This design comes from an exercise in tuning for small area, a short achievable clock period and few clock cycles per item on the open sky130 flow, not from production work.
No run shown here included a check of the RTL's function; only the layout flow was run.
Power and IR drop assume default switching activity.

**flow/config.mk**
```make
export PLATFORM = sky130hd
export DESIGN_NAME = llf
export DESIGN_NICKNAME = llf
export VERILOG_FILES = /design/flow/design.v
export SDC_FILE = /design/flow/constraint.sdc
export NUM_CORES = 4
export LEC_CHECK = 0
export ABC_AREA = 1
export ABC_CLOCK_PERIOD_IN_PS = 1500
export CAP_MARGIN = 20
export CORE_MARGIN = 2
export CORE_UTILIZATION = 40
export CTS_BUF_LIST = sky130_fd_sc_hd__clkbuf_8
export CTS_CLUSTER_SIZE = 32
export SETUP_SLACK_MARGIN = 2.2
export SLEW_MARGIN = 20
export TNS_END_PERCENT = 0
```
**flow/constraint.sdc**
```tcl
create_clock -name core_clock -period 4.0 [get_ports {clk}]
set_input_delay 0.8000 -clock core_clock [delete_from_list [all_inputs] [get_ports {clk}]]
set_output_delay 0.8000 -clock core_clock [all_outputs]
set_load 0.01 [all_outputs]
```
**flow/design.v**
```verilog
module llf_crc8 (
    input  wire [7:0] c,    
    input  wire [7:0] b,    
    output reg  [7:0] y     
);
    integer i;
    always @(*) begin
        y = c ^ b;
        for (i = 0; i < 8; i = i + 1) begin
            if (y[7])
                y = {y[6:0], 1'b0} ^ 8'h07;
            else
                y = {y[6:0], 1'b0};
        end
    end
endmodule
module llf_eq_inc #(
    parameter N = 16
) (
    input  wire [N-1:0] x,
    input  wire [N-1:0] y,
    output wire         eq
);
    wire [N-1:0] z = x ^ y;
    wire [N-1:0] ok;
    assign ok[0] = z[0] & (x[0] ~^ z[1]);
    genvar i;
    generate
        for (i = 1; i < N - 1; i = i + 1) begin : g
            assign ok[i] = (~z[i] | z[i-1]) & (~z[i] | (x[i] ~^ z[i+1]));
        end
    endgenerate
    assign ok[N-1] = ~z[N-1] | z[N-2];
    assign eq = &ok;
endmodule
module llf_step16 #(
    parameter DOWN = 0
) (
    input  wire [15:0] x,
    output wire [15:0] y
);
    wire [15:0] t = DOWN ? ~x : x;
    wire [3:0]  g;
    genvar k, j;
    generate
        for (k = 0; k < 4; k = k + 1) begin : grp
            assign g[k] = &t[4*k+3:4*k];
        end
        for (k = 0; k < 4; k = k + 1) begin : gb
            wire pk;
            if (k == 0) begin : p0
                assign pk = 1'b1;
            end else begin : pn
                assign pk = &g[k-1:0];
            end
            for (j = 0; j < 4; j = j + 1) begin : b
                if (j == 0) begin : l0
                    assign y[4*k] = x[4*k] ^ pk;
                end else begin : ln
                    assign y[4*k+j] = x[4*k+j] ^ (pk & (&t[4*k+j-1:4*k]));
                end
            end
        end
    endgenerate
endmodule
module llf_rx (
    input  wire        clk,
    input  wire        rst,
    input  wire        rx_req_valid,
    input  wire [15:0] rx_req_cap,
    output reg         rx_req_ready,
    input  wire        src_valid,
    input  wire        src_err,
    input  wire [7:0]  src_data,
    output wire        src_ready,
    output reg         rxbuf_we,
    output wire [15:0] rxbuf_addr,
    output reg  [7:0]  rxbuf_data,
    output reg         rx_resp_valid,
    output wire [1:0]  rx_resp_status,
    output wire [15:0] rx_resp_len
);
    localparam [7:0] START_M  = 8'hFA,
                     DSTART_M = 8'hFB,
                     STOP_M   = 8'hFE;
    localparam [7:0] CRC_FA = 8'hE8,
                     CRC_FB = 8'hEF;
    reg        armed;
    reg        s_wait, s_lo, s_hi, s_hc, s_ds, s_pay, s_fc, s_stop;
    reg [3:0]  rlo;
    reg [11:0] rhi;
    reg        rpend;
    reg [15:0] idx;      
    reg [15:0] capm2;    
    reg        fresh, fresh2;
    reg [7:0]  crc;
    reg        wok;
    reg        err_st;
    wire [7:0] b    = src_data;
    wire       step = src_valid & armed;
    wire       go   = step & ~src_err;
    assign src_ready      = armed;
    assign rxbuf_addr     = idx;
    assign rx_resp_status = {1'b0, err_st};
    assign rx_resp_len    = idx;
    wire [7:0] crc_upd;
    llf_crc8 u_crc (.c(crc), .b(b), .y(crc_upd));
    wire [15:0] idx1, rhi1;
    llf_step16 #(0) u_inc (.x(idx), .y(idx1));
    llf_step16 #(1) u_dec (.x({4'd0, rhi}), .y(rhi1));
    wire [3:0]  rlo1 = rlo - 4'd1;
    wire [6:0] cap_lo1 = capm2[7:1] - 7'd1;
    wire [7:0] cap_hi1 = capm2[15:8] - 8'd1;
    wire       cap_bor = capm2[7:1] == 7'h7F;    
    wire cap_hit = idx == capm2;
    wire capnz   = capm2 != 16'hFFFE;
    wire hiz    = rhi == 12'd0;
    wire last   = hiz & (rlo == 4'd1);
    wire lenz   = hiz & (rlo == 4'd0);
    wire is_fa  = b == START_M;
    wire is_fb  = b == DSTART_M;
    wire is_fe  = b == STOP_M;
    wire crc_eq = b == crc;
    wire fc_ok  = crc_eq & wok;
    wire done   = step & (src_err | (s_stop & is_fe));
    wire [7:0] crc_nx = ({8{step & s_wait}} & CRC_FA) | ({8{step & s_ds}} & CRC_FB)
                      | ({8{step & ~s_wait & ~s_ds}} & crc_upd) | ({8{~step}} & crc);
    wire armed_nx = armed ? ~done : rx_req_valid;
    wire        i_ff  = go & s_ds;
    wire        i_inc = go & (s_pay | s_fc);
    wire        i_clr = step & src_err;
    wire        i_hld = ~(i_ff | i_inc | i_clr);
    wire [15:0] idx_nx = {16{i_ff}} | ({16{i_inc}} & idx1) | ({16{i_hld}} & idx);
    wire        r_lo  = go & s_lo;
    wire        r_hi  = go & s_hi;
    wire        r_dec = go & s_pay;
    wire        r_hld = ~(r_lo | r_hi | r_dec);
    wire [3:0]  rlo_nx = ({4{r_lo}} & b[3:0]) | ({4{r_dec}} & rlo1)
                       | ({4{~r_lo & ~r_dec}} & rlo);
    wire        h_dec  = rpend & ~r_lo & ~r_hi;
    wire [11:0] rhi_nx = {({8{r_hi}} & b) | ({8{h_dec}} & rhi1[11:4])
                          | ({8{~r_hi & ~h_dec}} & rhi[11:4]),
                          ({4{r_lo}} & b[7:4]) | ({4{h_dec}} & rhi1[3:0])
                          | ({4{~r_lo & ~h_dec}} & rhi[3:0])};
    wire        rpend_nx = r_dec & (rlo == 4'd0);
    wire wok_nx = (go & s_ds & (capnz | lenz))
                | (wok & ~(go & s_ds) & ~(go & s_pay & ~last & cap_hit));
    always @(posedge clk) begin
        rxbuf_data <= b;
        idx <= idx_nx;
        rlo   <= rlo_nx;
        rhi   <= rhi_nx;
        rpend <= rpend_nx;
        wok <= wok_nx;
        crc <= crc_nx;
        if (step)
            err_st <= src_err;
        if (!armed)
            capm2 <= rx_req_cap;
        else if (fresh)
            capm2[7:1] <= cap_lo1;
        else if (fresh2 & cap_bor)
            capm2[15:8] <= cap_hi1;
        fresh  <= ~armed;
        fresh2 <= fresh;
    end
    always @(posedge clk) begin
        if (rst) begin
            armed         <= 1'b0;
            rx_req_ready  <= 1'b1;
            s_wait        <= 1'b1;
            s_lo          <= 1'b0;
            s_hi          <= 1'b0;
            s_hc          <= 1'b0;
            s_ds          <= 1'b0;
            s_pay         <= 1'b0;
            s_fc          <= 1'b0;
            s_stop        <= 1'b0;
            rxbuf_we      <= 1'b0;
            rx_resp_valid <= 1'b0;
        end else begin
            rxbuf_we      <= go & s_pay & wok;
            rx_resp_valid <= done;
            armed         <= armed_nx;
            rx_req_ready  <= ~armed_nx;    
            if (step) begin
                if (src_err) begin
                    s_wait <= 1'b1;
                    s_lo   <= 1'b0;
                    s_hi   <= 1'b0;
                    s_hc   <= 1'b0;
                    s_ds   <= 1'b0;
                    s_pay  <= 1'b0;
                    s_fc   <= 1'b0;
                    s_stop <= 1'b0;
                end else begin
                    s_wait <= (s_wait & ~is_fa) | (s_hc & ~crc_eq) | (s_ds & ~is_fb)
                            | (s_fc & ~fc_ok) | s_stop;
                    s_lo   <= s_wait & is_fa;
                    s_hi   <= s_lo;
                    s_hc   <= s_hi;
                    s_ds   <= s_hc & crc_eq;
                    s_pay  <= (s_ds & is_fb & ~lenz) | (s_pay & ~last);
                    s_fc   <= (s_ds & is_fb & lenz) | (s_pay & last);
                    s_stop <= s_fc & fc_ok;
                end
            end
        end
    end
endmodule
module llf_tx (
    input  wire        clk,
    input  wire        rst,
    input  wire        tx_req_valid,
    input  wire        tx_req_pay,
    input  wire [15:0] tx_req_len,
    output reg         tx_req_ready,
    output reg         txpay_rd,
    output reg  [15:0] txpay_addr,
    input  wire [7:0]  txpay_data,
    output reg         sink_valid,
    output reg  [7:0]  sink_data,
    output wire        sink_last,
    input  wire        sink_ready,
    input  wire        sink_resp_valid,
    input  wire        sink_resp_err,
    input  wire [16:0] sink_resp_count,
    output reg         tx_resp_valid,
    output reg  [2:0]  tx_resp_status
);
    reg st_nidle, st_h0, st_h1, st_h2, st_h3, st_h4, st_pay, st_fc, st_stp, st_wait;
    reg        rd_n;       
    reg        sv_n;       
    wire       st_idle = ~st_nidle;
    wire       rd = ~rd_n;
    wire       sv = ~sv_n;
    reg [15:0] len;
    reg        lenz;       
    reg [7:0]  crc;        
    reg        cur_last;   
    reg        mv, kv, kt;
    reg [7:0]  k;
    assign sink_last    = st_stp;
    wire tk    = sv & sink_ready;
    wire hs    = tx_req_valid & st_idle;
    wire reqz  = tx_req_len == 16'd0;
    wire nopay = ~tx_req_pay & ~reqz;
    wire [7:0] head   = kv ? k : txpay_data;
    wire       head_t = kv ? kt : mt;
    wire [7:0] crc_nx;
    llf_crc8 u_crc (.c(crc), .b(sink_data), .y(crc_nx));
    wire [15:0] raddr1;
    llf_step16 #(0) u_inc (.x(txpay_addr), .y(raddr1));
    wire mt = txpay_addr == len;
    wire [16:0] ca = sink_resp_count;
    wire [16:0] cb = ~{1'b0, len};
    wire [16:0] ck = 17'd6;
    wire [16:0] cy = ((ca & cb) | ((ca | cb) & ~ck)) << 1;
    wire        cnt_eq = &(ca ^ cb ^ ck ^ ~cy);
    wire cons  = tk & ((st_h4 & ~lenz) | (st_pay & ~cur_last));
    wire kcons = cons & kv;
    wire mcons = cons & ~kv;
    wire m2k   = rd & mv & ~mcons;
    wire to_idle = st_wait & sink_resp_valid;
    wire frame   = st_h0 | st_h1 | st_h2 | st_h3 | st_h4 | st_pay | st_fc | st_stp;
    wire kv_nx = frame & ((kv & ~kcons) | m2k);
    wire mv_nx = frame & (rd | (mv & ~mcons));
    wire k_ld  = ~kv | cons;    
    wire [15:0] addr_nx = {16{frame}} & (rd ? raddr1 : txpay_addr);
    wire        idle_nx = (st_idle & ~tx_req_valid) | to_idle | (st_h0 & ~sv);
    wire       sel_crc  = st_h2 | (st_h4 & lenz) | (st_pay & cur_last);
    wire       sel_head = (st_h4 & ~lenz) | (st_pay & ~cur_last);
    wire [7:0] byte_nx  = ({8{st_h0}} & len[7:0]) | ({8{st_h1}} & len[15:8])
                        | ({8{sel_crc}} & crc_nx) | ({8{st_h3}} & 8'hFB)
                        | ({8{sel_head}} & head) | ({8{st_fc}} & 8'hFE);
    wire       hold     = ~st_idle & ~tk;
    wire [7:0] sd_nx    = ({8{st_idle}} & 8'hFA) | ({8{tk}} & byte_nx)
                        | ({8{hold}} & sink_data);
    wire [7:0] crc_hd   = ({8{tk}} & crc_nx) | ({8{hold}} & crc);
    wire       cl_nx    = (tk & head_t) | (~tk & cur_last);
    always @(posedge clk) begin
        if (k_ld) begin
            k  <= txpay_data;
            kt <= mt;
        end
        kv <= kv_nx;
        mv <= mv_nx;
        txpay_addr <= addr_nx;
        tx_resp_status <= st_idle ? 3'b001
                        : {sink_resp_err, {2{~sink_resp_err & ~cnt_eq}}};
        if (st_idle) begin
            len  <= tx_req_len;
            lenz <= reqz;
        end
        crc       <= crc_hd;
        sink_data <= sd_nx;
        cur_last  <= cl_nx;
    end
    always @(posedge clk) begin
        if (rst) begin
            st_nidle      <= 1'b0;
            tx_req_ready  <= 1'b1;
            st_h0         <= 1'b0;
            st_h1         <= 1'b0;
            st_h2         <= 1'b0;
            st_h3         <= 1'b0;
            st_h4         <= 1'b0;
            st_pay        <= 1'b0;
            st_fc         <= 1'b0;
            st_stp        <= 1'b0;
            st_wait       <= 1'b0;
            sv_n          <= 1'b1;
            sink_valid    <= 1'b0;
            tx_resp_valid <= 1'b0;
            rd_n          <= 1'b1;
            txpay_rd      <= 1'b0;
        end else begin
            rd_n          <= mv_nx & kv_nx;
            txpay_rd      <= ~(mv_nx & kv_nx);
            tx_resp_valid <= (hs & nopay) | to_idle;
            st_nidle      <= ~idle_nx;
            tx_req_ready  <= idle_nx;
            if (hs) begin
                st_h0      <= 1'b1;
                sv_n       <= nopay;
                sink_valid <= ~nopay;
            end
            if (st_h0 & ~sv)
                st_h0 <= 1'b0;
            if (tk) begin
                st_h0  <= 1'b0;
                st_h1  <= st_h0;
                st_h2  <= st_h1;
                st_h3  <= st_h2;
                st_h4  <= st_h3;
                st_pay <= (st_h4 & ~lenz) | (st_pay & ~cur_last);
                st_fc  <= (st_h4 & lenz) | (st_pay & cur_last);
                st_stp <= st_fc;
                if (st_stp) begin
                    st_wait    <= 1'b1;
                    sv_n       <= 1'b1;
                    sink_valid <= 1'b0;
                end
            end
            if (to_idle)
                st_wait <= 1'b0;
        end
    end
endmodule
module llf (
    input  wire        clk,
    input  wire        rst,
    input  wire        rx_req_valid,
    input  wire [15:0] rx_req_cap,
    output wire        rx_req_ready,
    output wire        rx_resp_valid,
    output wire [1:0]  rx_resp_status,
    output wire [15:0] rx_resp_len,
    input  wire        src_valid,
    input  wire        src_err,
    input  wire [7:0]  src_data,
    output wire        src_ready,
    output wire        rxbuf_we,
    output wire [15:0] rxbuf_addr,
    output wire [7:0]  rxbuf_data,
    input  wire        tx_req_valid,
    input  wire        tx_req_pay,
    input  wire [15:0] tx_req_len,
    output wire        tx_req_ready,
    output wire        tx_resp_valid,
    output wire [2:0]  tx_resp_status,
    output wire        txpay_rd,
    output wire [15:0] txpay_addr,
    input  wire [7:0]  txpay_data,
    output wire        sink_valid,
    output wire [7:0]  sink_data,
    output wire        sink_last,
    input  wire        sink_ready,
    input  wire        sink_resp_valid,
    input  wire        sink_resp_err,
    input  wire [16:0] sink_resp_count
);
    llf_rx u_rx (
        .clk            (clk),
        .rst            (rst),
        .rx_req_valid   (rx_req_valid),
        .rx_req_cap     (rx_req_cap),
        .rx_req_ready   (rx_req_ready),
        .src_valid      (src_valid),
        .src_err        (src_err),
        .src_data       (src_data),
        .src_ready      (src_ready),
        .rxbuf_we       (rxbuf_we),
        .rxbuf_addr     (rxbuf_addr),
        .rxbuf_data     (rxbuf_data),
        .rx_resp_valid  (rx_resp_valid),
        .rx_resp_status (rx_resp_status),
        .rx_resp_len    (rx_resp_len)
    );
    llf_tx u_tx (
        .clk             (clk),
        .rst             (rst),
        .tx_req_valid    (tx_req_valid),
        .tx_req_pay      (tx_req_pay),
        .tx_req_len      (tx_req_len),
        .tx_req_ready    (tx_req_ready),
        .txpay_rd        (txpay_rd),
        .txpay_addr      (txpay_addr),
        .txpay_data      (txpay_data),
        .sink_valid      (sink_valid),
        .sink_data       (sink_data),
        .sink_last       (sink_last),
        .sink_ready      (sink_ready),
        .sink_resp_valid (sink_resp_valid),
        .sink_resp_err   (sink_resp_err),
        .sink_resp_count (sink_resp_count),
        .tx_resp_valid   (tx_resp_valid),
        .tx_resp_status  (tx_resp_status)
    );
endmodule
```
**flow/flow/run.sh**
```bash
#!/bin/bash
# The standard layout, with the port buffers made of sky130_fd_sc_hd__buf_1
# cells instead of the default choice. Every port still gets its buffer.
bash standard.sh "BUFFER_PORTS_ARGS=-buffer_cell sky130_fd_sc_hd__buf_1" finish > standard.log 2>&1
```
**flow/standard.sh**
```bash
#!/bin/bash
# synth_recipe.tcl (not shown) runs the flow's synth.tcl, then flattens the netlist and writes it again
# the make line also repeats each setting of config.mk as NAME=value (left out here)
make -C /OpenROAD-flow-scripts/flow DESIGN_CONFIG=/design/flow/config.mk WORK_HOME=/design/flow/orfs CLKGATE_MAP_FILE= SYNTH_SCRIPT=/design/flow/synth_recipe.tcl "${@:-finish}"
```
==> summary.txt, run 1 <==
GR Overflow Total: 0
IO Pins: 153
share of power burned in registers: 48.3%
Clock power frac: 34.9%
Post-synth EDFFs: 44
setup TNS: 0 ps
post-DP HPWL: 16.4 mm
global-route usage over all layers: 19.3%
hold-fix buffers at CTS: 0
max-cap viol count: 0
critical path buffer and inverter count: 1
number of global-route vias before repair: 6,896
Post-Layout Inst Area: 10,000 um^2
min cycle time layout: 1860 ps
initial DRC count: 384
final setup fails: 0
H-tree levels: 4
Mean Syn Cell Area: 7.79 um^2
Worst Hold Class: reg -> reg
Num Clock Sinks: 161
RSZ-0062 raised after global routing: yes
Cells after Synth: 1,111
die extent in y: 151 um
sequential element share of the synthesized area: 42.3%
IR drop worst, VDD: 187 uV
CP Cell Sequence: buf_1
Max Fclk: 538 MHz
crit path capture type: output pin
Worst-Margin Slew: 677 ps
final worst-path cycle share: 46.5%
HP Start: u_rx.fresh
layout cells sized above 1: 9.70%
routed wire length: 21.4 mm
pins over their slew limit: 0
Wirelength per Cell: 13.9 um
static leakage: 4.34 nW
Core ar.: 21,200 um^2
crit path max-delay cell type: dfxtp_1
Port Buffers: 151
Crit Path Class: reg -> out
largest net degree at the start of global routing: 26
Clock Latency Late Sink: 470 ps
first-pass GRT wire length: 34.2 mm
number of antenna diodes: 0
Reg-to-Reg Start: u_tx.st_nidle
#FFs+latches synth: 161
CTS Buffer Depth: 2
Max-slew headroom: 54.8%
GPL Wtd Cong: 0.811
Die Wd: 151 um
Num CTS Buffers: 17
total number of vias: 7,429
area post-placement: 9380 um^2
skew final: 17.7 ps
Worst Path Max Fanout: 5
Yosys warnings: 3
initial antenna violation count: 0
Final Hold Fails: 0
CP Launch Type: flop
DRC violations left: 0
Most used DFF post-synth: dfxtp_1
Synth cell types: 48
Comb pwr share: 16.8%
CTS clk-pin slew, worst paths: 100 ps
CP startpoint: u_tx.txpay_addr[3]
status: timing/DRC/antenna clean
Root Driver: clkbuf_8
# nets final: 1,369
Required @ worst endpoint: 3200 ps
row count: 53
Die ar.: 22,800 um^2
switching pwr: 1.18 mW
ANT nets after route: 0
Syn Nets: 1,225
Initial Utilization: 40.9%
Int Pwr: 2.84 mW
TritonCTS clock tree: yes
drt pass-1 iters: 5
total power: 4.02 mW
synthesized area: 8660 um^2
Post-synth ARST share: 0%
WP data arrival: 1060 ps
Crit path max-delay family: flip-flops
switching part of the total: 29.3%
Via density: 4.81
Area Overhead vs Synth: 15.6%
pwr/cell area: 401 nW/um^2
CP max stage delay: 420 ps
## placed cells by master (no fill, tap or decap), types with 7 or more instances in the layout
| cell | netlist | final |
|---|---|---|
| a211oi_1 | 7 | 7 |
| a21oi_1 | 55 | 55 |
| buf_1 | 2 | 146 |
| buf_4 | 19 | 8 |
| clkbuf_8 | 0 | 19 |
| dfxtp_1 | 117 | 87 |
| dfxtp_2 | 0 | 26 |
| edfxtp_1 | 44 | 44 |
| ha_1 | 39 | 39 |
| inv_1 | 130 | 130 |
| inv_2 | 8 | 8 |
| nand2_1 | 284 | 283 |
| nand3_1 | 59 | 59 |
| nand4_1 | 19 | 19 |
| nor2_1 | 101 | 100 |
| nor3_1 | 15 | 14 |
| o211ai_1 | 18 | 18 |
| o21ai_0 | 42 | 42 |
| or2_2 | 10 | 10 |
| xnor2_1 | 38 | 36 |
| xor2_1 | 28 | 28 |
## power by group through the flow
stage / logic (mW) / registers, mW / clock network, mW
detailed placement: 0.656 / 1.97 / 0
global route: 0.775 / 1.96 / 1.51
floorplan: 0.484 / 1.94 / 0
global placement: 0.652 / 1.97 / 0
finish: 0.675 / 1.94 / 1.40
CTS: 0.668 / 1.94 / 1.44
## worst paths after layout
check	cells past startpoint	slack, ps	endpoint
worst max-delay path	1	2140	txpay_addr[3]
worst min register to register	0	410	u_rx.fresh2
worst max register to register	5	2210	u_tx.sink_data[7]
worst min-delay path	0	410	u_rx.fresh2
## per-stage QoR
step	setup WS [ps]	std cells	utilization, %	hold slack [ps]
2_1_floorplan	2160	1111	-	358
3_3_place_gp	1690	1504	44.4	368
3_5_place_dp	1650	1504	44.4	370
4_1_cts	2040	1539	46.8	407
5_1_grt	2070	1543	47.3	419
6_report	2140	1543	47.3	408
## repair_timing
item                       in CTS  in global routing
pin swaps                       0                  1
buffers inserted                2                  4
resized for setup              10                 39
setup endpoints to repair     102                129
gates cloned                    1                  0
## cells in the mapped netlist, types with 8 or more instances
master | instances | share of area [%]
xnor2_1 | 38 | 3.8
a21oi_1 | 55 | 3.2
ha_1 | 39 | 5.6
inv_1 | 130 | 5.6
or2_2 | 10 | 0.72
nand4_1 | 19 | 1.4
buf_4 | 19 | 1.6
xor2_1 | 28 | 2.8
nor2_1 | 101 | 4.4
nand2_1 | 284 | 12
nor3_1 | 15 | 0.87
clkbuf_1 | 8 | 0.35
dfxtp_1 | 117 | 27
edfxtp_1 | 44 | 15
o21ai_0 | 42 | 2.4
nand3_1 | 59 | 3.4
inv_2 | 8 | 0.35
o211ai_1 | 18 | 1.6
## layout make-up
class | instances | area, um^2
timing repair buffer | 160 | 648
inverter | 140 | 529
clock inverter | 13 | 205
sequential | 161 | 3710
multi-input combinational | 774 | 4310
timing repair inverter | 1 | 5.00
tap | 275 | 344
clock buffer | 19 | 262
fill | 2113 | 11100
## state kept, by name, summed over array words and instances (netlist names), 3 cells and up, named ones only
signal,count
u_tx.txpay_addr,16
u_rx.capm2,16
u_tx.crc,8
u_tx.sink_data,8
u_tx.k,8
u_rx.rxbuf_data,8
u_rx.rhi,12
u_rx.idx,16
u_tx.tx_resp_status,3
u_tx.len,16
u_rx.crc,8
u_rx.rlo,4
## cells by family (layout without fill, tap and decap cells)
logic type / after synthesis / after routing / share of synthesized area (%)
AND/OR/NAND/NOR: 522 / 522 / 26.9
buffers and inverters: 176 / 333 / 8.56
flip-flops: 161 / 161 / 42.3
AO/OA/AOI/OAI: 146 / 146 / 9.86
XOR/XNOR: 66 / 66 / 6.68
adder cells (fa/ha/maj): 39 / 39 / 5.64
other: 1 / 1 / 0.0433
## routing by layer
| metal | track usage, % | vias up | share of wire, % |
|---|---|---|---|
| met3 | 4.04 | 24 | 5.2 |
| li1 | - | 3890 | - |
| met5 | 0 | - | 0 |
| met2 | 29.9 | 173 | 45 |
| met1 | 26.9 | 3342 | 49 |
| met4 | 5.93 | 0 | 1.6 |
==> inputs of run 2 (changes only) <==
--- a/flow/config.mk
+++ b/flow/config.mk
@@ -5,7 +5,6 @@
 export SDC_FILE = /design/flow/constraint.sdc
 export NUM_CORES = 4
 export LEC_CHECK = 0
-export ABC_AREA = 1
 export ABC_CLOCK_PERIOD_IN_PS = 1500
 export CAP_MARGIN = 20
 export CORE_MARGIN = 2
==> run 2 against run 1 <==
  * Largest power group unchanged
  * Hold slack worse by 38 ps
  * Register-to-register slack worse by 40 ps
  * Non-clock buffer count is 21 higher
  * First-iteration DRC count is 11% lower
  * Clock-buffer cell count is 1 lower
  * Flip-flop and latch count stayed put
==> summary.txt, run 2 <==
status: timing/DRC/antenna clean
final worst-path cycle share: 47.3%
Yosys top cell area share: 28.1%
initial antenna violation count: 0
drt pass-1 iters: 5
Yosys warnings: 3
largest net degree at the start of global routing: 37
hold slack: 370 ps
pwr/cell area: 379 nW/um^2
GPL Wtd Cong: 0.791
Worst-Margin Slew: 745 ps
total number of vias: 6,689
worst reg2reg endpoint: u_rx.idx[12]
Num CTS Buffers: 17
Clock Latency Late Sink: 460 ps
fin cells: 1,300
pre-CTS setup slack: 1300 ps
sequential element share of the synthesized area: 44.0%
final worst slack: 2110 ps
Num Clock Sinks: 161
skew final: 20.1 ps
initial DRC count: 342
Synth cell types: 66
GR Overflow Total: 0
area post-placement: 9020 um^2
Initial Utilization: 41.0%
setup TNS: 0 ps
Port Buffers: 151
routed wire length: 20.8 mm
post-DP HPWL: 14.8 mm
hold-fix buffers at CTS: 0
first-pass GRT wire length: 31.7 mm
number of global-route vias before repair: 6,072
layout cells sized above 1: 14.5%
dominant cell type by area after synthesis: dfxtp_1
Most used DFF post-synth: dfxtp_1
Post-synth EDFFs: 44
Worst R2R Path Depth: 6
CTS clk-pin slew, worst paths: 90 ps
Final Hold Fails: 0
DRC violations left: 0
Mean Syn Cell Area: 9.58 um^2
die extent in y: 148 um
IO Pins: 153
pins over their slew limit: 0
#FFs+latches synth: 161
ANT nets after route: 0
Area Overhead vs Synth: 18.7%
final standard cell utilization of the core: 48.7%
most common cell after layout, fill and taps aside: buf_1
Worst Path Max Fanout: 7
global-route usage over all layers: 18.3%
number of antenna diodes: 0
Required @ worst endpoint: 4340 ps
Cells after Synth: 869
CP Launch Type: input port
Crit Path Class: in -> reg
Post-synth ARST share: 0%
total power: 3.75 mW
synthesized area: 8320 um^2
H-tree levels: 4
count leader, synth: dfxtp_1
commonest cells in the netlist: dfxtp_1, xnor2_1, nor2_1
static leakage: 3.82 nW
Max Fclk: 529 MHz
WP data arrival: 2230 ps
Core ar.: 20,300 um^2
hold-critical path endpoint: u_rx.fresh2
Wirelength per Cell: 16.0 um
Post-Layout Inst Area: 9880 um^2
HP Start: u_rx.fresh
worst hold stages: 0
TritonCTS clock tree: yes
min cycle time layout: 1890 ps
row count: 52
IR drop worst, VDD: 198 uV
Reg-to-Reg Start: u_rx.idx[0]
Die ar.: 22,000 um^2
Max-slew headroom: 49.9%
Via density: 5.15
synth top area cells: dfxtp_1, edfxtp_1, xnor2_1, ha_1, xor2_1
max-cap viol count: 0
most frequent cells in the layout: buf_1, dfxtp_1, nor2_1, xnor2_1, nand2_1
Cells after DPL: 1,245
Syn Nets: 983
crit path capture type: flop
Die Wd: 148 um
# nets final: 1,131
Root Driver: clkbuf_8
final setup fails: 0
RSZ-0062 raised after global routing: yes
CTS Buffer Depth: 2
Worst Hold Class: reg -> reg
reg2reg setup slack: 2170 ps
-- run 2: cell types whose count changed after synthesis, moves of 16 or more --
cell,change
xor2_1,+17
xnor2_1,+34
nand2_1,-216
nor2_1,-30
nand3_1,-43
clkbuf_1,+16
inv_1,-86
-- run 2: per-layer routing --
metal  share of wire [%]  GRT usage (%)
met1                  46           24.7
met2                  48           29.7
met3                 4.4           3.22
met4                 1.4           6.00
met5                   0              0
-- run 2: worst max-delay path by stage --
stage	cells after the start	end	from
6_report	6	u_rx.s_wait	src_data[0]
2_1_floorplan	5	u_rx.s_wait	src_data[7]
3_5_place_dp	8	u_rx.rlo[2]	src_valid
3_3_place_gp	8	u_rx.rlo[3]	src_valid
5_1_grt	2	src_ready	u_rx.armed
4_1_cts	6	u_rx.idx[12]	u_rx.idx[1]
-- run 2: critical path, cell delays in order --
cell	delay, ps
clkbuf_2	200
inv_1	80
or4_4	550
a2111oi_4	300
o2111ai_1	140
a21boi_1	150
-- run 2: repair_timing --
| item | 4_1_cts | 5_1_grt |
|---|---|---|
| endpoints found under the setup margin | 123 | 136 |
| gates cloned | 1 | 1 |
| pin swaps | 1 | 4 |
| buffers inserted | 4 | 17 |
| gates resized for setup | 11 | 81 |
-- run 2: kinds of logic (layout without fill, tap and decap cells) --
logic type      after synthesis  count (layout)  share of synthesized area (%)
buf+inv                      97             258                           5.40
xor+xnor                    122             122                           13.5
other cells                   1               1                         0.0451
fa+ha+maj                    40              40                           5.98
compound gates              164             164                           12.7
simple gates                263             263                           15.7
mux                          21              21                           2.69
flops                       161             161                           44.0
-- run 2: layout make-up --
| cell class | instances | area, um^2 |
|---|---|---|
| Fill cell | 1941 | 10400 |
| Multi-Input combinational cell | 611 | 4370 |
| Sequential cell | 161 | 3720 |
| Timing Repair Buffer | 181 | 855 |
| Tap cell | 270 | 338 |
| Clock buffer | 18 | 248 |
| Clock inverter | 14 | 178 |
| Inverter | 44 | 176 |
| Timing Repair inverter | 1 | 5.00 |
-- run 2: where the power goes --
part | total (mW) | switching, mW | internal (mW)
clock | 1.30 | 0.658 | 0.646
sequential | 1.86 | 0.0981 | 1.76
combinational | 0.584 | 0.300 | 0.284
==> inputs of run 3 (changes only) <==
--- a/flow/config.mk
+++ b/flow/config.mk
@@ -5,6 +5,7 @@
 export SDC_FILE = /design/flow/constraint.sdc
 export NUM_CORES = 4
 export LEC_CHECK = 0
+export ABC_AREA = 1
 export ABC_CLOCK_PERIOD_IN_PS = 1500
 export CAP_MARGIN = 20
 export CORE_MARGIN = 2
@@ -13,4 +14,4 @@
 export CTS_CLUSTER_SIZE = 32
 export SETUP_SLACK_MARGIN = 2.2
 export SLEW_MARGIN = 20
-export TNS_END_PERCENT = 0
+export TNS_END_PERCENT = 5
==> run 3 against run 2 <==
  * Maximum frequency up 1.6%
  * Global-route usage increased by 1.0 points
  * Power rose by 7.2%
  * Critical endpoint is now txpay_addr[3]
  * Largest power group unchanged
==> summary.txt, run 3 <==
status: timing/DRC/antenna clean
final worst-path cycle share: 46.5%
GR Overflow Total: 0
total power: 4.02 mW
Die Wd: 151 um
most common cell after layout, fill and taps aside: nand2_1
Reg-to-Reg Start: u_rx.armed
Most used DFF post-synth: dfxtp_1
Syn Nets: 1,225
CP startpoint: u_tx.txpay_addr[3]
Via density: 4.83
Max-slew headroom: 54.6%
CTS clk-pin slew, worst paths: 100 ps
skew final: 17.6 ps
total number of vias: 7,467
synthesized area: 8660 um^2
FF/Latch Area: 3710 um^2
sequential element share of the synthesized area: 42.3%
DRC violations left: 0
min cycle time layout: 1860 ps
most frequent cells in the layout: nand2_1, buf_1, inv_1, nor2_1, dfxtp_1
Wirelength per Cell: 13.9 um
row count: 53
initial antenna violation count: 0
number of antenna diodes: 0
Mean Syn Cell Area: 7.79 um^2
Crit Path Class: reg -> out
capture point of the worst path: txpay_addr[3]
Synth cell types: 48
setup TNS: 0 ps
#FFs+latches synth: 161
crit path max-delay cell type: dfxtp_1
Core ar.: 21,200 um^2
Final Hold Fails: 0
Port Buffers: 151
RSZ-0062 raised after global routing: yes
reg2reg setup slack: 2210 ps
routed wire length: 21.5 mm
worst reg2reg endpoint: u_rx.capm2[6]
Crit path max-delay family: flip-flops
hold slack: 409 ps
Max Fclk: 537 MHz
CP Cell Sequence: buf_1
Synth Area in XOR/XNOR: 6.68%
pre-CTS setup slack: 1650 ps
final setup fails: 0
synth top area cells: dfxtp_1, edfxtp_1, nand2_1, ha_1, inv_1
compound-gate portion of the synthesized area: 9.86%
die extent in y: 151 um
Cells after Synth: 1,111
TritonCTS clock tree: yes
# nets final: 1,372
final standard cell utilization of the core: 47.5%
Worst R2R Path Depth: 4
WP data arrival: 1060 ps
Synth Area in Simple Gates: 26.9%
pins over their slew limit: 0
dominant cell type by area after synthesis: dfxtp_1
final worst slack: 2140 ps
Initial Utilization: 40.9%
CP max stage delay: 420 ps
Worst Path Max Fanout: 5
Root Driver: clkbuf_8
crit path capture type: output pin
Levels on crit path: 1
IR drop worst, VDD: 189 uV
max-cap viol count: 0
post-DP HPWL: 16.4 mm
critical path buffer and inverter count: 1
Area Overhead vs Synth: 16.0%
Clock Latency Late Sink: 470 ps
CP Launch Type: flop
Worst Hold Class: reg -> reg
largest net degree at the start of global routing: 26
ANT nets after route: 0
CTS Buffer Depth: 2
Yosys top cell area share: 27.1%
Yosys warnings: 3
H-tree levels: 4
static leakage: 4.36 nW
commonest cells in the netlist: nand2_1, inv_1, dfxtp_1
Num Clock Sinks: 161
initial DRC count: 399
number of global-route vias before repair: 6,892
IO Pins: 153
layout cells sized above 1: 10.1%
Worst-Margin Slew: 680 ps
Post-synth ARST share: 0%
Num CTS Buffers: 17
global-route usage over all layers: 19.3%
drt pass-1 iters: 4
GPL Wtd Cong: 0.811
Fillers: 2,114
Required @ worst endpoint: 3200 ps
Die ar.: 22,800 um^2
first-pass GRT wire length: 34.2 mm
count leader, synth: nand2_1
combinational family with the most area after synthesis: simple AND/OR/NAND/NOR gates
Post-synth EDFFs: 44
area of the multi-input gates: 4300 um^2
pwr/cell area: 401 nW/um^2
Post-Synth Adder-Cell Area: 5.64%
multiplexer share of the synthesized area: 0%
-- run 3: cell count changes after synthesis, sizes merged, moves of 11 or more --
cell | before | now
nand2 | 68 | 289
inv | 44 | 138
nand3 | 16 | 61
nor2 | 71 | 112
xnor2 | 73 | 38
xor2 | 46 | 28
clkbuf | 24 | 8
o211ai | 5 | 18
mux2 | 11 | 0
-- run 3: what timing repair did --
item / CTS / global route
hold buffers: 0 / 0
resized for setup: 14 / 39
setup endpoints to repair: 102 / 118
gates cloned: 1 / 0
pin swaps: 0 / 1
buffers inserted: 3 / 6
-- run 3: area by class of cell --
type	instances	share of cell area [%]
repair buffers	163	6.76
multi-input cells	774	42.9
inverters	140	5.27
repair inverters	1	0.0499
well taps	275	3.43
flip-flops and latches	161	37.0
clock inverters	13	2.04
clock buffers	19	2.61
-- run 3: where the power goes --
part	total, mW	switching, mW	internal [mW]
clock	1.41	0.627	0.779
combinational	0.674	0.418	0.257
sequential	1.94	0.133	1.81
total	4.02	1.18	2.84
-- run 3: metrics by stage --
stage               instances  cell area [um^2]
floorplan                1111              8660
global placement         1504              9380
detailed placement       1504              9380
CTS                      1540              9920
global route             1546             10000
finish                   1546             10000
-- run 3: per-layer routing --
layer / global-route usage [%] / vias up / part of all wire, %
li1: - / 3903 / -
met1: 27.0 / 3362 / 49
met2: 29.9 / 178 / 44
met3: 4.04 / 24 / 4.9
met4: 5.93 / 0 / 1.6
met5: 0 / - / 0
-- run 3: worst min-delay path by stage --
stage | start | end | slack [ps] | depth (start not counted)
2_1_floorplan | u_rx.fresh | u_rx.fresh2 | 360 | 0
3_3_place_gp | u_rx.fresh | u_rx.fresh2 | 370 | 0
3_5_place_dp | u_rx.fresh | u_rx.fresh2 | 370 | 0
4_1_cts | u_rx.fresh | u_rx.fresh2 | 410 | 0
5_1_grt | u_rx.fresh | u_rx.fresh2 | 420 | 0
6_report | u_rx.fresh | u_rx.fresh2 | 410 | 0
-- run 3: logic make-up (layout without fill, tap and decap cells) --
kind of cell	count (synthesis)	count (layout)
buffers and inverters	176	336
AND/OR/NAND/NOR	522	522
adder cells (fa/ha/maj)	39	39
XOR/XNOR	66	66
AO/OA/AOI/OAI	146	146
other	1	1
flip-flops	161	161
==> inputs of run 4 (changes only) <==
--- a/flow/config.mk
+++ b/flow/config.mk
@@ -9,9 +9,9 @@
 export ABC_CLOCK_PERIOD_IN_PS = 1500
 export CAP_MARGIN = 20
 export CORE_MARGIN = 2
-export CORE_UTILIZATION = 40
+export CORE_UTILIZATION = 50
 export CTS_BUF_LIST = sky130_fd_sc_hd__clkbuf_8
 export CTS_CLUSTER_SIZE = 32
 export SETUP_SLACK_MARGIN = 2.2
 export SLEW_MARGIN = 20
-export TNS_END_PERCENT = 5
+export TNS_END_PERCENT = 0
==> run 4 against run 3 <==
  * Highest routed layer unchanged
  * Still clean
  * Maximum frequency is 0.31% higher
  * Hold slack better by 2.0 ps
  * Setup slack better by 5.8 ps
  * Die area is 19% lower
  * Global-route usage is 4.2 points higher
  * Power is 3.9% lower
  * Flip-flop and latch count stayed put
==> summary.txt, run 4 <==
status: timing/DRC/antenna clean
Num Clock Sinks: 161
GR Overflow Total: 0
post-DP HPWL: 16.5 mm
CP Launch Type: flop
Required @ worst endpoint: 3200 ps
initial DRC count: 442
RSZ-0062 raised after global routing: yes
static leakage: 4.31 nW
Area Overhead vs Synth: 14.6%
global-route usage over all layers: 23.5%
Port Buffers: 151
final setup fails: 0
Num CTS Buffers: 17
Post-synth EDFFs: 44
Clock Latency Late Sink: 470 ps
ANT nets after route: 0
number of antenna diodes: 0
Crit Path Class: reg -> out
Root Driver: clkbuf_8
#FFs+latches synth: 161
H-tree levels: 4
max-cap viol count: 0
CP Cell Sequence: buf_6 > buf_6
Wirelength per Cell: 14.5 um
Fillers: 1,667
Core ar.: 17,100 um^2
skew final: 17.6 ps
number of global-route vias before repair: 6,807
TritonCTS clock tree: yes
HP Start: u_rx.fresh
Most used DFF post-synth: dfxtp_1
Worst Path Max Fanout: 5
row count: 48
synth top area cells: dfxtp_1, edfxtp_1, nand2_1, ha_1, inv_1
setup TNS: 0 ps
routed wire length: 21.8 mm
worst reg2reg endpoint: u_rx.idx[13]
# nets final: 1,373
die extent in y: 136 um
pwr/cell area: 390 nW/um^2
Post-Layout Inst Area: 9920 um^2
Initial Utilization: 50.6%
Yosys top cell area share: 27.1%
Cells after Synth: 1,111
Worst Hold Class: reg -> reg
synthesized area: 8660 um^2
area of the multi-input gates: 4300 um^2
final worst-path cycle share: 46.4%
drt pass-1 iters: 7
Crit path max-delay family: flip-flops
largest net degree at the start of global routing: 26
Die Wd: 136 um
Mean Syn Cell Area: 7.79 um^2
Post-synth ARST share: 0%
dominant cell type by area after synthesis: dfxtp_1
hold-critical path endpoint: u_rx.fresh2
Most common cell on crit path: buf_6
Syn Nets: 1,225
GPL Wtd Cong: 0.864
FF/Latch Area: 3730 um^2
count leader, synth: nand2_1
worst hold stages: 0
total number of vias: 7,531
area post-placement: 9320 um^2
IO Pins: 153
DRC violations left: 0
Yosys warnings: 3
IR drop worst, VDD: 227 uV
Die ar.: 18,400 um^2
most frequent cells in the layout: nand2_1, buf_1, inv_1, nor2_1, dfxtp_1
Max-slew headroom: 57.3%
Final Hold Fails: 0
crit path max-delay cell type: dfxtp_2
pins over their slew limit: 0
Reg-to-Reg Start: u_rx.armed
Worst-Margin Slew: 640 ps
Via density: 5.03
Worst R2R Path Depth: 9
WP data arrival: 1060 ps
CP max stage delay: 330 ps
CTS clk-pin slew, worst paths: 90 ps
sequential element share of the synthesized area: 42.3%
commonest cells in the netlist: nand2_1, inv_1, dfxtp_1
reg2reg setup slack: 2240 ps
critical path buffer and inverter count: 2
first-pass GRT wire length: 33.9 mm
Max Fclk: 539 MHz
initial antenna violation count: 0
CTS Buffer Depth: 2
total power: 3.87 mW
most common cell after layout, fill and taps aside: nand2_1
Cells after DPL: 1,454
min cycle time layout: 1860 ps
crit path capture type: output pin
layout cells sized above 1: 10.1%
fin cells: 1,497
Synth cell types: 48
[run 4: cell count changes in the layout (fill, tap and decap cells not counted), moves of 3 or more]
cell | before | now
dfxtp_4 | 4 | 9
buf_1 | 145 | 148
dfxtp_2 | 27 | 24
bufinv_16 | 5 | 2
[run 4: area by class of cell]
type / instances / area share (%)
repair buffers: 164 / 6.81
clock buffers: 18 / 2.50
flip-flops and latches: 161 / 37.6
well taps: 225 / 2.84
repair inverters: 1 / 0.0505
multi-input cells: 774 / 43.4
clock inverters: 14 / 1.50
inverters: 140 / 5.37
[run 4: metal layers]
layer	track usage (%)	vias to the layer above	share of wire [%]
met2	36.8	190	44
met3	3.85	22	4.2
li1	-	3915	-
met5	0	-	0
met1	33.4	3404	51
met4	6.77	0	1.1
[run 4: kinds of logic (layout without fill, tap and decap cells)]
logic type	Yosys count	count (layout)	share of synthesized area, %
DFF	161	161	42.3
buffers and inverters	176	337	8.56
AOI/OAI and AO/OA	146	146	9.86
xor gates and xnor gates	66	66	6.68
and+or+nand+nor	522	522	26.9
adders and majority gates	39	39	5.64
other	1	1	0.0433
[run 4: worst max path at each step]
stage                   from        endpoint  slack, ps  cells past startpoint
2_1_floorplan    src_data[4]     u_rx.s_wait       2160                      8
3_3_place_gp      sink_ready       u_tx.rd_n       1660                      8
3_5_place_dp      sink_ready       u_tx.rd_n       1630                      8
4_1_cts        u_rx.capm2[2]  u_rx.capm2[13]       2030                      3
5_1_grt           u_rx.armed       src_ready       2110                      2
6_report          u_rx.armed       src_ready       2140                      2
[run 4: what timing repair did]
action / 4_1_cts / 5_1_grt
gates cloned: 0 / 2
hold buffers: 0 / 0
setup buffers: 0 / 9
endpoints found under the hold margin: 0 / 0
pin swaps: 0 / 1
resized for setup: 7 / 50
setup endpoints to repair: 102 / 133
[run 4: report_power, final]
group | internal [mW] | switching, mW
registers | 1.80 | 0.133
clock network | 0.580 | 0.660
logic | 0.264 | 0.424
total | 2.65 | 1.22
[run 4: worst reg2reg max path, delay by kind of cell (launching register included)]
kind	cells	cell delay [ps]
buffers and inverters	3	470
AOI/OAI and AO/OA	2	290
DFF	1	330
and+or+nand+nor	4	590
[run 4: through the flow]
| stage | hold WS (ps) | util, % | setup slack (ps) |
|---|---|---|---|
| 2_1_floorplan | 358 | - | 2160 |
| 3_3_place_gp | 371 | 54.5 | 1660 |
| 3_5_place_dp | 372 | 54.5 | 1630 |
| 4_1_cts | 391 | 56.8 | 2030 |
| 5_1_grt | 423 | 58.0 | 2110 |
| 6_report | 411 | 58.0 | 2140 |
==> inputs of run 5 (changes only) <==
--- a/flow/design.v
+++ b/flow/design.v
@@ -68,7 +68,7 @@
     input  wire        rst,
     input  wire        rx_req_valid,
     input  wire [15:0] rx_req_cap,
-    output reg         rx_req_ready,
+    output wire        rx_req_ready,
     input  wire        src_valid,
     input  wire        src_err,
     input  wire [7:0]  src_data,
@@ -99,6 +99,7 @@
     wire [7:0] b    = src_data;
     wire       step = src_valid & armed;
     wire       go   = step & ~src_err;
+    assign rx_req_ready   = ~armed;
     assign src_ready      = armed;
     assign rxbuf_addr     = idx;
     assign rx_resp_status = {1'b0, err_st};
@@ -167,7 +168,6 @@
     always @(posedge clk) begin
         if (rst) begin
             armed         <= 1'b0;
-            rx_req_ready  <= 1'b1;
             s_wait        <= 1'b1;
             s_lo          <= 1'b0;
             s_hi          <= 1'b0;
@@ -182,7 +182,6 @@
             rxbuf_we      <= go & s_pay & wok;
             rx_resp_valid <= done;
             armed         <= armed_nx;
-            rx_req_ready  <= ~armed_nx;    
             if (step) begin
                 if (src_err) begin
                     s_wait <= 1'b1;
@@ -214,11 +213,11 @@
     input  wire        tx_req_valid,
     input  wire        tx_req_pay,
     input  wire [15:0] tx_req_len,
-    output reg         tx_req_ready,
-    output reg         txpay_rd,
+    output wire        tx_req_ready,
+    output wire        txpay_rd,
     output reg  [15:0] txpay_addr,
     input  wire [7:0]  txpay_data,
-    output reg         sink_valid,
+    output wire        sink_valid,
     output reg  [7:0]  sink_data,
     output wire        sink_last,
     input  wire        sink_ready,
@@ -228,12 +227,12 @@
     output reg         tx_resp_valid,
     output reg  [2:0]  tx_resp_status
 );
-    reg st_nidle, st_h0, st_h1, st_h2, st_h3, st_h4, st_pay, st_fc, st_stp, st_wait;
-    reg        rd_n;       
-    reg        sv_n;       
-    wire       st_idle = ~st_nidle;
-    wire       rd = ~rd_n;
-    wire       sv = ~sv_n;
+    reg st_idle, st_h0, st_h1, st_h2, st_h3, st_h4, st_pay, st_fc, st_stp, st_wait;
+    reg        rd;         
+    reg        sv;         
+    assign tx_req_ready = st_idle;
+    assign txpay_rd     = rd;
+    assign sink_valid   = sv;
     reg [15:0] len;
     reg        lenz;       
     reg [7:0]  crc;        
@@ -298,8 +297,7 @@
     end
     always @(posedge clk) begin
         if (rst) begin
-            st_nidle      <= 1'b0;
-            tx_req_ready  <= 1'b1;
+            st_idle       <= 1'b1;
             st_h0         <= 1'b0;
             st_h1         <= 1'b0;
             st_h2         <= 1'b0;
@@ -309,21 +307,16 @@
             st_fc         <= 1'b0;
             st_stp        <= 1'b0;
             st_wait       <= 1'b0;
-            sv_n          <= 1'b1;
-            sink_valid    <= 1'b0;
+            sv            <= 1'b0;
             tx_resp_valid <= 1'b0;
-            rd_n          <= 1'b1;
-            txpay_rd      <= 1'b0;
+            rd            <= 1'b0;
         end else begin
-            rd_n          <= mv_nx & kv_nx;
-            txpay_rd      <= ~(mv_nx & kv_nx);
+            rd            <= ~(mv_nx & kv_nx);
             tx_resp_valid <= (hs & nopay) | to_idle;
-            st_nidle      <= ~idle_nx;
-            tx_req_ready  <= idle_nx;
+            st_idle       <= idle_nx;
             if (hs) begin
                 st_h0      <= 1'b1;
-                sv_n       <= nopay;
-                sink_valid <= ~nopay;
+                sv         <= ~nopay;
             end
             if (st_h0 & ~sv)
                 st_h0 <= 1'b0;
@@ -338,8 +331,7 @@
                 st_stp <= st_fc;
                 if (st_stp) begin
                     st_wait    <= 1'b1;
-                    sv_n       <= 1'b1;
-                    sink_valid <= 1'b0;
+                    sv         <= 1'b0;
                 end
             end
             if (to_idle)
==> run 5 against run 4 <==
  * Flip-flop and latch count down 4
  * First-iteration DRC count unchanged
  * Still clean on timing, DRC and antenna
  * Core utilization up 1.6 points
  * Cell count down 0.67%
  * Clock power up 9%
  * Critical path type unchanged
  * Sequential share of layout area down 0.85 points
  * Synthesized cell count down 1.4%
  * Via count down 1.3%
  * Setup slack worse by 24 ps
  * Largest cell class unchanged
  * Combinational power up 1%
==> summary.txt, run 5 <==
status: timing/DRC/antenna clean
Clock Latency Late Sink: 460 ps
number of global-route vias before repair: 6,609
met1 WL: 10.1 mm
initial DRC count: 442
static leakage: 4.31 nW
Yosys warnings: 3
WL met3: 819 um
total power: 3.95 mW
total number of vias: 7,436
met2 routed WL: 10.1 mm
worst reg2reg endpoint: u_rx.rhi[3]
Clock power frac: 34.3%
CP max stage delay: 390 ps
final worst-path cycle share: 47.0%
commonest cells in the netlist: nand2_1, inv_1, dfxtp_1, nor2_1, nand3_1
post-DP HPWL: 16.0 mm
reg2reg setup slack: 2190 ps
share of power burned in registers: 48.1%
Required @ worst endpoint: 3200 ps
Die ar.: 18,000 um^2
Top Metal Used: met4
final setup fails: 0
Root Driver: clkbuf_8
Yosys top cell area share: 26.7%
Worst R2R Path Depth: 10
WP data arrival: 1080 ps
IR drop worst, VDD: 234 uV
Port Buffers: 151
pre-CTS setup slack: 1430 ps
synthesized area: 8470 um^2
hold-fix buffers at CTS: 0
Post-Layout Inst Area: 9880 um^2
skew final: 12.6 ps
Worst Hold Class: reg -> reg
drt pass-1 iters: 5
Most used DFF post-synth: dfxtp_1
final worst slack: 2120 ps
global-route usage over all layers: 23.7%
Cells after DPL: 1,435
Post-synth EDFFs: 44
critical path buffer and inverter count: 2
hold-critical path endpoint: u_rx.fresh2
sequential element share of the synthesized area: 42.3%
Post-synth ARST share: 0%
area post-placement: 9140 um^2
Syn Nets: 1,210
H-tree levels: 4
synth top area cells: dfxtp_1, edfxtp_1, nand2_1, ha_1, inv_1
Die Wd: 134 um
Mean Syn Cell Area: 7.73 um^2
GPL Wtd Cong: 0.865
GR Overflow Total: 0
Via density: 5.00
Final Hold Fails: 0
RSZ-0062 raised after global routing: yes
TritonCTS clock tree: yes
CTS Buffer Depth: 2
Num Clock Sinks: 157
count leader, synth: nand2_1
#FFs+latches synth: 157
initial antenna violation count: 0
switching part of the total: 29.4%
Int Pwr: 2.78 mW
pins over their slew limit: 0
most common cell after layout, fill and taps aside: nand2_1
Synth cell types: 44
CTS clk-pin slew, worst paths: 90 ps
Comb pwr share: 17.6%
HP Start: u_rx.fresh
layout cells sized above 1: 10.7%
Reg-to-Reg Start: u_rx.armed
IO Pins: 153
min cycle time layout: 1880 ps
setup TNS: 0 ps
Worst-Margin Slew: 679 ps
largest net degree at the start of global routing: 19
row count: 47
dominant cell type by area after synthesis: dfxtp_1
Max-slew headroom: 54.7%
Wirelength per Cell: 14.3 um
Cells after Synth: 1,096
fin cells: 1,487
pwr/cell area: 399 nW/um^2
final standard cell utilization of the core: 59.6%
die extent in y: 134 um
CP Cell Sequence: clkinvlp_4 > clkbuf_2
max-cap viol count: 0
Area Overhead vs Synth: 16.6%
switching pwr: 1.16 mW
routed wire length: 21.2 mm
Core ar.: 16,600 um^2
Worst Path Max Fanout: 3
first-pass GRT wire length: 33.6 mm
Max Fclk: 532 MHz
Initial Utilization: 51.1%
# nets final: 1,368
crit path max-delay cell type: dfxtp_4
hold slack: 415 ps
worst hold stages: 0
ANT nets after route: 0
number of antenna diodes: 0
Crit Path Class: reg -> out
crit path capture type: output pin
DRC violations left: 0
most frequent cells in the layout: nand2_1, buf_1, inv_1, nor2_1, dfxtp_1
Num CTS Buffers: 17
Crit path max-delay family: flip-flops
CP Launch Type: flop
run 5: worst reg2reg max path, delay by kind of cell, from the launching register on:
family	cells	cell delay, ps
flops	1	370
simple gates	6	870
buf+inv	2	250
compound gates	1	110
xor+xnor	1	150
run 5: worst max-delay path by stage:
stage	start	end	slack [ps]	cells past startpoint
2_1_floorplan	src_data[6]	u_rx.s_wait	2150	8
3_5_place_dp	sink_ready	u_tx.sink_data[6]	1430	7
4_1_cts	u_tx.st_idle	tx_req_ready	2050	2
3_3_place_gp	sink_ready	u_tx.k[0]	1500	5
5_1_grt	u_rx.armed	rx_req_ready	2080	2
6_report	u_rx.armed	rx_req_ready	2120	2
run 5: kinds of logic (layout without fill, tap and decap cells):
family                   count (synthesis)  count (layout)  share of synthesized area, %
AO/OA/AOI/OAI                          138             138                          9.67
XOR/XNOR                                68              68                          7.03
adder cells (fa/ha/maj)                 39              39                          5.76
buffers and inverters                  167             338                          8.27
flip-flops                             157             157                          42.3
other                                    1               1                        0.0443
AND/OR/NAND/NOR                        526             526                          26.9
run 5: repair_timing:
action	CTS	global route
buffers inserted	7	11
pin swaps	0	0
setup endpoints to repair	97	139
cloned	2	0
resized for setup	22	33
run 5: final cells by class:
cell class              instances  area [um^2]
clock buffers                  17          234
clock inverters                15          219
fillers                      1636         6700
inverters                     132          509
multi-input cells             772         4250
flip-flops and latches        157         3630
well taps                     220          275
repair buffers                172          754
repair inverters                2         10.0
run 5: layer usage:
layer | up-vias | track usage [%]
li1 | 3868 | -
met1 | 3397 | 32.7
met2 | 154 | 39.1
met3 | 17 | 3.74
met4 | 0 | 5.96
met5 | - | 0
run 5: power groups by stage:
| stage | Combinational [mW] | Sequential [mW] | Clock (mW) |
|---|---|---|---|
| final | 0.696 | 1.90 | 1.35 |
| after global routing | 0.792 | 1.92 | 1.45 |
| after CTS | 0.671 | 1.90 | 1.39 |
| after detailed placement | 0.649 | 1.93 | 0 |
| after global placement | 0.643 | 1.93 | 0 |
| after floorplan | 0.467 | 1.90 | 0 |
==> inputs of run 6 (changes only) <==
--- a/flow/config.mk
+++ b/flow/config.mk
@@ -9,7 +9,7 @@
 export ABC_CLOCK_PERIOD_IN_PS = 1500
 export CAP_MARGIN = 20
 export CORE_MARGIN = 2
-export CORE_UTILIZATION = 50
+export CORE_UTILIZATION = 40
 export CTS_BUF_LIST = sky130_fd_sc_hd__clkbuf_8
 export CTS_CLUSTER_SIZE = 32
 export SETUP_SLACK_MARGIN = 2.2
==> run 6 against run 5 <==
  * Still clean
  * Cell count increased by 3.3%
  * Core utilization decreased by 13 points
  * Hold slack got worse by 5.3 ps
  * Sequential share of layout area increased by 0.42 points
  * Flip-flop and latch count is the same
  * Final area is 1.2% lower
  * Maximum frequency decreased by 0.91%
  * Area after synthesis stayed put
  * Synthesized cell count is the same
  * First-iteration DRC count down 24%
  * Largest power group unchanged
==> summary.txt, run 6 <==
switching part of the total: 31.2%
CP Launch Type: flop
Reg-to-Reg Start: u_tx.kv
switching pwr: 1.17 mW
row count: 53
Port Buffers: 151
largest net degree at the start of global routing: 19
final standard cell utilization of the core: 46.7%
min cycle time layout: 1900 ps
count leader, synth: nand2_1
Max Fclk: 527 MHz
Die Wd: 150 um
Syn Nets: 1,210
Crit Path Class: reg -> out
Post-synth EDFFs: 44
status: timing/DRC/antenna clean
IO Pins: 153
Clock Latency Late Sink: 470 ps
Wirelength per Cell: 14.1 um
worst reg2reg endpoint: u_tx.sink_data[6]
Root Driver: clkbuf_8
Clock power frac: 31.3%
Core ar.: 20,900 um^2
GR Overflow Total: 0
Most used DFF post-synth: dfxtp_1
Mean Syn Cell Area: 7.73 um^2
Die ar.: 22,400 um^2
WP data arrival: 1100 ps
Fillers: 2,148
final worst-path cycle share: 47.4%
Post-synth ARST share: 0%
dominant cell type by area after synthesis: dfxtp_1
hold-fix buffers at CTS: 0
reg2reg setup slack: 2250 ps
Max-slew headroom: 57.0%
# nets final: 1,362
Final Hold Fails: 0
Worst Hold Class: reg -> reg
Initial Utilization: 40.6%
first-pass GRT wire length: 34.4 mm
max-cap viol count: 0
CP startpoint: u_rx.armed
Num CTS Buffers: 17
total number of vias: 7,481
Worst Path Max Fanout: 4
RSZ-0062 raised after global routing: yes
global-route usage over all layers: 19.4%
Worst-Margin Slew: 643 ps
commonest cells in the netlist: nand2_1, inv_1, dfxtp_1, nor2_1, nand3_1
post-DP HPWL: 16.4 mm
layout cells sized above 1: 9.75%
GPL Wtd Cong: 0.837
sequential element share of the synthesized area: 42.3%
final setup fails: 0
drt pass-1 iters: 5
Crit path max-delay family: flip-flops
routed wire length: 21.7 mm
skew final: 23.1 ps
synthesized area: 8470 um^2
Cells after Synth: 1,096
Num Clock Sinks: 157
#FFs+latches synth: 157
number of antenna diodes: 0
Worst R2R Path Depth: 6
Synth cell types: 44
Yosys warnings: 3
most common cell after layout, fill and taps aside: nand2_1
crit path max-delay cell type: dfxtp_4
most frequent cells in the layout: nand2_1, buf_1, inv_1, nor2_1, dfxtp_1
CTS Buffer Depth: 2
Comb pwr share: 18.0%
synth top area cells: dfxtp_1, edfxtp_1, nand2_1, ha_1, inv_1
share of power burned in registers: 50.6%
hold slack: 410 ps
crit path capture type: output pin
IR drop worst, VDD: 249 uV
CP Cell Sequence: clkinvlp_4 > clkbuf_2
static leakage: 4.22 nW
setup TNS: 0 ps
ANT nets after route: 0
number of global-route vias before repair: 6,795
die extent in y: 150 um
pins over their slew limit: 0
CTS clk-pin slew, worst paths: 100 ps
Required @ worst endpoint: 3200 ps
initial antenna violation count: 0
pwr/cell area: 384 nW/um^2
CP max stage delay: 400 ps
H-tree levels: 4
Via density: 4.87
critical path buffer and inverter count: 2
Levels on crit path: 2
initial DRC count: 337
DRC violations left: 0
capture point of the worst path: rx_req_ready
TritonCTS clock tree: yes
Area Overhead vs Synth: 15.2%
Int Pwr: 2.58 mW
Yosys top cell area share: 26.7%
[run 6: cell counts after synthesis]
No cell type changed its count.
[run 6: kinds of logic after synthesis]
kind of cell | after synthesis | synth area share, %
xor+xnor | 68 | 7.03
other cells | 1 | 0.0443
fa+ha+maj | 39 | 5.76
simple gates | 526 | 26.9
compound gates | 138 | 9.67
buf+inv | 167 | 8.27
flops | 157 | 42.3
[run 6: worst min path at each step]
stage / slack [ps] / to / cells past startpoint / start
after detailed placement: 370 / u_rx.fresh2 / 0 / u_rx.fresh
final: 410 / u_rx.fresh2 / 0 / u_rx.fresh
after global routing: 420 / u_rx.fresh2 / 0 / u_rx.fresh
after floorplan: 360 / u_rx.fresh2 / 0 / u_rx.fresh
after global placement: 370 / u_rx.fresh2 / 0 / u_rx.fresh
after CTS: 390 / u_rx.fresh2 / 0 / u_rx.fresh
[run 6: power by group through the flow]
| stage | clock network (mW) | registers [mW] | logic [mW] |
|---|---|---|---|
| final | 1.17 | 1.90 | 0.676 |
| after global routing | 1.27 | 1.91 | 0.771 |
| after CTS | 1.20 | 1.90 | 0.657 |
| after detailed placement | 0 | 1.94 | 0.642 |
| after global placement | 0 | 1.94 | 0.633 |
| after floorplan | 0 | 1.90 | 0.467 |
[run 6: routing by layer]
metal,GRT usage (%),vias to the layer above,share of wire [%],routed length [um]
li1,-,3859,-,-
met1,26.6,3412,47,10200
met5,0,-,0,0
met4,6.00,0,1.8,390
met3,3.17,28,4.7,1020
met2,31.4,182,46,10100
[run 6: layout make-up]
| class | instances | area, um^2 | share of cell area, % |
|---|---|---|---|
| clock inverters | 15 | 145 | 1.49 |
| well taps | 275 | 344 | 3.52 |
| repair inverters | 2 | 10.0 | 0.103 |
| repair buffers | 166 | 683 | 7.00 |
| flip-flops and latches | 157 | 3630 | 37.1 |
| multi-input cells | 772 | 4220 | 43.2 |
| clock buffers | 17 | 234 | 2.40 |
| inverters | 132 | 503 | 5.15 |
[run 6: repair_timing]
item / in CTS / in global routing
gates cloned: 2 / 0
hold endpoints to repair: 0 / 0
setup buffers: 3 / 10
setup endpoints to repair: 145 / 130
gates resized for setup: 9 / 31
[run 6: stage by stage]
stage	power (mW)	cells	setup slack, ps	cell area (um^2)
after floorplan	2.37	1096	2150	8480
after global placement	2.57	1489	1470	9200
after detailed placement	2.58	1489	1430	9200
after CTS	3.76	1526	1970	9630
after global routing	3.95	1536	2060	9760
final	3.75	1536	2100	9760
==> inputs of run 7 (changes only) <==
--- a/flow/design.v
+++ b/flow/design.v
@@ -92,7 +92,7 @@
     reg        rpend;
     reg [15:0] idx;      
     reg [15:0] capm2;    
-    reg        fresh, fresh2;
+    reg        fresh;
     reg [7:0]  crc;
     reg        wok;
     reg        err_st;
@@ -106,13 +106,11 @@
     assign rx_resp_len    = idx;
     wire [7:0] crc_upd;
     llf_crc8 u_crc (.c(crc), .b(b), .y(crc_upd));
-    wire [15:0] idx1, rhi1;
+    wire [15:0] idx1, rhi1, reqm1;
     llf_step16 #(0) u_inc (.x(idx), .y(idx1));
     llf_step16 #(1) u_dec (.x({4'd0, rhi}), .y(rhi1));
     wire [3:0]  rlo1 = rlo - 4'd1;
-    wire [6:0] cap_lo1 = capm2[7:1] - 7'd1;
-    wire [7:0] cap_hi1 = capm2[15:8] - 8'd1;
-    wire       cap_bor = capm2[7:1] == 7'h7F;    
+    llf_step16 #(1) u_cap (.x({1'b0, capm2[15:1]}), .y(reqm1));
     wire cap_hit = idx == capm2;
     wire capnz   = capm2 != 16'hFFFE;
     wire hiz    = rhi == 12'd0;
@@ -159,11 +157,8 @@
         if (!armed)
             capm2 <= rx_req_cap;
         else if (fresh)
-            capm2[7:1] <= cap_lo1;
-        else if (fresh2 & cap_bor)
-            capm2[15:8] <= cap_hi1;
-        fresh  <= ~armed;
-        fresh2 <= fresh;
+            capm2 <= {reqm1[14:0], capm2[0]};
+        fresh <= ~armed;
     end
     always @(posedge clk) begin
         if (rst) begin
--- a/flow/config.mk
+++ b/flow/config.mk
@@ -5,7 +5,6 @@
 export SDC_FILE = /design/flow/constraint.sdc
 export NUM_CORES = 4
 export LEC_CHECK = 0
-export ABC_AREA = 1
 export ABC_CLOCK_PERIOD_IN_PS = 1500
 export CAP_MARGIN = 20
 export CORE_MARGIN = 2
==> run 7 against run 6 <==
  * Still clean on timing, DRC and antenna
  * Flip-flop and latch count decreased by 1
  * Register-to-register slack lost 400 ps
  * Maximum frequency decreased by 12%
  * Combinational power shrank 33%
  * First-iteration DRC count is 8.9% higher
  * Clock power barely moved
  * Final area down 4.5%
  * Wire length decreased by 7.3%
  * Clock-buffer cell count up 2
  * Die area is 3.9% lower
  * Non-clock buffer count is 1 lower
  * Global-route usage fell by 0.47 points
  * Largest power group unchanged
==> summary.txt, run 7 <==
initial antenna violation count: 0
number of antenna diodes: 0
#FFs+latches synth: 156
row count: 52
layout cells sized above 1: 7.31%
global-route usage over all layers: 18.9%
Die Wd: 147 um
switching part of the total: 27.2%
Root Driver: clkbuf_8
Cells after Synth: 852
# nets final: 1,102
Post-Layout Inst Area: 9320 um^2
synthesized area: 8130 um^2
Area Overhead vs Synth: 14.6%
Num Clock Sinks: 156
final worst slack: 1850 ps
Clock power frac: 34.0%
Via density: 5.16
Final Hold Fails: 0
area post-placement: 8820 um^2
routed wire length: 20.1 mm
Crit Path Class: reg -> reg
fin cells: 1,268
switching pwr: 0.926 mW
post-DP HPWL: 14.7 mm
CTS Buffer Depth: 2
min cycle time layout: 2150 ps
Num CTS Buffers: 17
Die ar.: 21,500 um^2
synth top area cells: dfxtp_1, edfxtp_1, xnor2_1, ha_1, xor2_1
GPL Wtd Cong: 0.824
drt pass-1 iters: 5
first-pass GRT wire length: 32.6 mm
Initial Utilization: 40.5%
pins over their slew limit: 0
GR Util met2: 30.5%
Worst Path Max Fanout: 2
status: timing/DRC/antenna clean
Worst Hold Class: reg -> reg
hold-fix buffers at CTS: 0
Mean Syn Cell Area: 9.55 um^2
Clock Latency Late Sink: 460 ps
ANT nets after route: 0
H-tree levels: 4
DRC violations left: 0
Syn Nets: 967
pre-CTS setup slack: 1260 ps
pwr/cell area: 365 nW/um^2
crit path max-delay cell type: edfxtp_1
max-cap viol count: 0
static leakage: 3.58 nW
IO Pins: 153
most frequent cells in the layout: buf_1, dfxtp_1, nor2_1, a21oi_1, xnor2_1
total power: 3.40 mW
CTS clk-pin slew, worst paths: 90 ps
Most used DFF post-synth: dfxtp_1
Max-slew headroom: 42.2%
GR Overflow Total: 0
largest net degree at the start of global routing: 39
number of global-route vias before repair: 6,211
critical path buffer and inverter count: 1
initial DRC count: 367
CP Launch Type: flop
Post-synth EDFFs: 44
Crit path max-delay family: simple AND/OR/NAND/NOR gates
count leader, synth: dfxtp_1
Core ar.: 20,100 um^2
Wirelength per Cell: 15.9 um
sequential element share of the synthesized area: 43.8%
commonest cells in the netlist: dfxtp_1, nor2_1, a21oi_1
die extent in y: 147 um
met1 usage: 25.5%
setup TNS: 0 ps
Yosys top cell area share: 27.6%
most common cell after layout, fill and taps aside: buf_1
dominant cell type by area after synthesis: dfxtp_1
GRT Max-Usage Layer: met2
Required @ worst endpoint: 4220 ps
Post-synth ARST share: 0%
Cells after DPL: 1,229
WP data arrival: 2360 ps
Comb pwr share: 13.3%
skew final: 15.5 ps
Worst-Margin Slew: 858 ps
IR drop worst, VDD: 184 uV
Port Buffers: 151
total number of vias: 6,545
crit path capture type: flop
hold slack: 472 ps
Yosys warnings: 3
Int Pwr: 2.48 mW
Synth cell types: 72
CP Cell Sequence: inv_2 > ha_4 > or3b_4 > nor4b_4 > nand2_1 > nor2_1 > ha_2 > xnor2_1 > a21oi_1
Max Fclk: 466 MHz
met3 Usage GRT: 3.94%
CP max stage delay: 420 ps
final setup fails: 0
final standard cell utilization of the core: 46.4%
TritonCTS clock tree: yes
RSZ-0062 raised after global routing: yes
share of power burned in registers: 52.6%
final worst-path cycle share: 53.7%
-- run 7: cell types whose count changed after synthesis, sizes merged, moves of 24 or more --
cell / change
inv: -83
nor2: -50
nand3: -43
xor2: +24
nand2: -229
xnor2: +25
-- run 7: area by class of cell --
cell class              count  area, um^2
fillers                  1950       10800
well taps                 270         338
clock inverters            11         109
flip-flops and latches    156        3570
clock buffers              19         262
multi-input cells         600        4170
inverters                  47         184
repair buffers            165         684
-- run 7: final timing paths --
path / from / slack, ps / cells past startpoint / end
max: u_rx.capm2[2] / 1850 / 9 / u_rx.capm2[14]
min: u_rx.s_hi / 470 / 2 / u_rx.s_hi
max reg2reg: u_rx.capm2[2] / 1850 / 9 / u_rx.capm2[14]
min reg2reg: u_rx.s_hi / 470 / 2 / u_rx.s_hi
-- run 7: repair_timing --
| action | 4_1_cts | 5_1_grt |
|---|---|---|
| pin swaps | 4 | 6 |
| setup buffers | 7 | 2 |
| hold endpoints to repair | 0 | 0 |
| resized for setup | 11 | 9 |
| setup endpoints to repair | 149 | 160 |
-- run 7: logic make-up (layout without fill, tap and decap cells) --
logic type	Yosys count	in the layout	synth area share [%]
compound gates	161	161	12.6
xor+xnor	118	118	13.2
fa+ha+maj	41	41	6.28
buf+inv	96	242	5.34
flops	156	156	43.8
mux	20	20	2.51
other cells	1	1	0.0461
simple gates	259	259	16.3
-- run 7: power groups by stage --
stage	Sequential, mW	Clock, mW	Combinational, mW
after floorplan	1.80	0	0.320
after global placement	1.83	0	0.430
after detailed placement	1.83	0	0.435
after CTS	1.79	1.19	0.450
after global routing	1.80	1.25	0.511
final	1.79	1.16	0.453
-- run 7: layer usage --
layer  share of wire, %  wire length (um)
met4                1.7               340
met1                 47              9540
met5                  0                 0
met3                4.6               930
met2                 46              9320
-- run 7: worst register-to-register path, delay by kind of cell, from the launching register on --
kind | cells | cell delay (ps)
AND/OR/NAND/NOR | 4 | 910
flip-flops | 1 | 420
adder cells (fa/ha/maj) | 2 | 310
XOR/XNOR | 1 | 110
buffers and inverters | 1 | 90
AO/OA/AOI/OAI | 1 | 80
